This is an optimization exercise on Yosys and OpenROAD, whose aim is small area, not a production implementation.
Where RTL was checked, it was by simulation tests only, not by an equivalence proof against the original.
Power is estimated from default activity; no workload was simulated.

Design ck16_decode, start of the top module:
module ck16_decode (
    input  wire        clk,
    input  wire        rst,
    input  wire        start,
    input  wire [10:0] win_len,
    input  wire        csum_strict,
    input  wire        end_check,
    output reg         busy,
    output reg         done,
    output wire        mem_rd_en,
    output wire [9:0]  mem_rd_addr,
    input  wire [7:0]  mem_rd_data,
    output reg  [3:0]  result,
    output wire        valid,
    output reg  [7:0]  flags,    
    output wire [7:0]  rec_ncells,
    output reg  [15:0] rec_vmin,
    output reg  [15:0] rec_vmax,
    output wire [15:0] rec_vdelta,
    output wire [31:0] rec_tmos,
    output wire [31:0] rec_tp1,
    output wire [31:0] rec_tp2,
    output reg  [15:0] rec_vpack,
    output wire [31:0] rec_ipack,
    output reg  [7:0]  rec_soc,
    output reg  [5:0]  rec_fixvalid,
    output wire [7:0]  rec_nextra,
    output wire [16:0] rec_cellhdr,
    output wire [16:0] fr_len,
    output wire [31:0] fr_csum,
    output wire [15:0] fr_pend,
    output wire [15:0] fr_xoff,
    output wire [15:0] fr_eoff,
    input  wire [4:0]  cell_sel,
    output wire [23:0] cell_word,
    input  wire [3:0]  xe_sel,
    output wire [31:0] xe_hdr,
    output wire [31:0] xe_value
);
Settings: LEC_CHECK=0, CAP_MARGIN=20, CORE_MARGIN=2, CORE_UTILIZATION=65, PLACE_DENSITY=0.75, SLEW_MARGIN=20; clock period 10.0 ns.
standard.sh (not shown) runs the stock make flow with config.mk's settings and CLKGATE_MAP_FILE= SYNTH_SCRIPT=/design/flow/synth_recipe.tcl, a recipe that flattens the netlist after the stock synthesis.
==> flow/flow/run.sh <==
#!/bin/bash
# Standard ORFS layout with two changes: the port buffers are the smallest
# buffer (buf_1), and CTS uses the given clock buffers and sink clusters
# without dummy balancing loads. Full tool output goes to flow_make.log
# here; ORFS's per-step logs stay under orfs/logs.
set -euo pipefail
bash standard.sh \
  "BUFFER_PORTS_ARGS=-buffer_cell sky130_fd_sc_hd__buf_1" \
  "CTS_ARGS=-sink_clustering_enable -repair_clock_nets -dont_use_dummy_load -buf_list {sky130_fd_sc_hd__clkbuf_8} -sink_clustering_size 14 -sink_clustering_max_diameter 50" \
  finish > flow_make.log 2>&1
Then changed:
--- a/flow/flow/run.sh
+++ b/flow/flow/run.sh
@@ -7,4 +7,4 @@
 bash standard.sh \
   "BUFFER_PORTS_ARGS=-buffer_cell sky130_fd_sc_hd__buf_1" \
-  "CTS_ARGS=-sink_clustering_enable -repair_clock_nets -dont_use_dummy_load -buf_list {sky130_fd_sc_hd__clkbuf_8} -sink_clustering_size 14 -sink_clustering_max_diameter 50" \
+  "CTS_ARGS=-sink_clustering_enable -repair_clock_nets -dont_use_dummy_load -buf_list {sky130_fd_sc_hd__clkbuf_16} -sink_clustering_size 30 -sink_clustering_max_diameter 80" \
   finish > flow_make.log 2>&1
- synthesized cell count stays the same
- count of clock-buffer cells in the layout decreases by 63
- routed wire length hardly moves
- worst setup slack degrades by 0.014 ns
- first-iteration DRC count increases by 1.6%
- hold slack improves by 0.026 ns
- global-route usage decreases by 0.26 points
- clock power decreases by about 5%
- final cell count decreases by about 1.2%
- die area stays the same
Function was not checked in any run of this note: the RTL went through the layout flow alone.

---

v39:
ck16_decode, a different RTL version from the one above (not shown whole).
Size: roughly 3900 cells after synthesis, roughly 1300 flip-flops, roughly 480 I/O pins, roughly 0.047 sq mm of cells after synthesis.
export LEC_CHECK = 0
export CAP_MARGIN = 5
export CORE_MARGIN = 2
export CORE_UTILIZATION = 65
export PLACE_DENSITY = 0.75
export SLEW_MARGIN = 5
create_clock -name core_clock -period 10.0 [get_ports {clk}]
==> flow/flow/run.sh <==
#!/bin/bash
# Standard ORFS layout with two changes: the port buffers are the smallest
# buffer (buf_1), and CTS uses the given clock buffers and sink clusters
# without dummy balancing loads. Full tool output goes to flow_make.log
# here; ORFS's per-step logs stay under orfs/logs.
set -euo pipefail
bash standard.sh \
  "BUFFER_PORTS_ARGS=-buffer_cell sky130_fd_sc_hd__buf_1" \
  "CTS_ARGS=-sink_clustering_enable -repair_clock_nets -dont_use_dummy_load -buf_list {sky130_fd_sc_hd__clkbuf_8} -sink_clustering_size 20 -sink_clustering_max_diameter 60" \
  finish > flow_make.log 2>&1
diff inputs: v39 => v13
--- a/flow/flow/run.sh
+++ b/flow/flow/run.sh
@@ -9 +9 @@
-  "CTS_ARGS=-sink_clustering_enable -repair_clock_nets -dont_use_dummy_load -buf_list {sky130_fd_sc_hd__clkbuf_8} -sink_clustering_size 20 -sink_clustering_max_diameter 60" \
+  "CTS_ARGS=-sink_clustering_enable -repair_clock_nets -dont_use_dummy_load -buf_list {sky130_fd_sc_hd__clkbuf_16} -sink_clustering_size 30 -sink_clustering_max_diameter 80" \
## What came out
- Every run in the comparison, v39 and v13, completed the flow with a clean layout.
- Between v39 and v13, total wirelength of the detailed-routed design is higher for v39, v13 comes in under that.
- v13 vs v39: area of all placed cells without fillers up in v13
- v39 has lower peak supply drop than v13.
- Power ended up about 1.3% higher on v13 than on v39.
Edits applied to the flow inputs when going from v13 to v34:
- CAP_MARGIN now 0, was 5
- PLACE_DENSITY now 0.7, was 0.75
- SLEW_MARGIN now 0, was 5
- CORE_UTILIZATION now 55, was 65
--- a/flow/flow/run.sh
+++ b/flow/flow/run.sh
@@ -9 +9 @@
-  "CTS_ARGS=-sink_clustering_enable -repair_clock_nets -dont_use_dummy_load -buf_list {sky130_fd_sc_hd__clkbuf_16} -sink_clustering_size 30 -sink_clustering_max_diameter 80" \
+  "CTS_ARGS=-sink_clustering_enable -repair_clock_nets -dont_use_dummy_load -buf_list {sky130_fd_sc_hd__clkbuf_8} -sink_clustering_size 20 -sink_clustering_max_diameter 60" \
==> comparison <==
- Via count, v34 vs v13: down slightly
- Diff v34 and v13: initial core utilization lower in v34
- v13 and v34 ended up with roughly the same fraction of area in multi-input gates.
- The power after layout of v34 was superior to that of v13.
- The final reports for v34 and v13 show logic gate share of total power higher in the former.
- In the reports for v34 and v13, the smaller global-route met2 utilization belongs to v34.
- Against v13 as the reference, v34 delivers a higher final cell count.
- Overall die height: v34 > v13
- Across both runs, sequential fraction of total cell area was lower for v34 than for v13.

## port drivers added, routing unchanged
The results above use ideal ports. As a check the final layouts listed here were re-extracted and re-timed, cells and wires unchanged.
Step 1 sets driving cells, clkbuf_16 on the clock port and buf_2 on the other inputs (assumed; they add their load-dependent delay and slew).
Step 2, shift: input delay + t, output delay - t, t = (earliest + latest rising clock arrival at the registers) / 2. This alone moves slack from input paths to output paths.
Slacks: no drivers / after step 1 / after step 2; pairs: no drivers / after step 1.
| run | shift t [ns] | slack for setup (ns) | worst setup path at the end | worst data-port slew with drivers (ns) |
|---|---|---|---|---|
| the first run of note 1 | 0.781 | 0.365 / 0.336 / 0.336 | input to output | 0.07 |
| the second run of note 1 | 0.706 | 0.351 / 0.321 / 0.321 | input to output | 0.06 |
| v39 | 0.762 | 0.548 / 0.526 / 0.526 | input to output | 0.17 |
| v13 | 0.684 | 0.531 / 0.509 / 0.509 | input to output | 0.16 |
| v34 | 0.792 | 0.596 / 0.570 / 0.573 | input to output | 0.09 |
After both steps setup and hold are still met in every run listed. For the second run of note 1, which loses most, drivers alone change the setup slack by -0.030 ns; drivers and shift together by -0.030 ns.
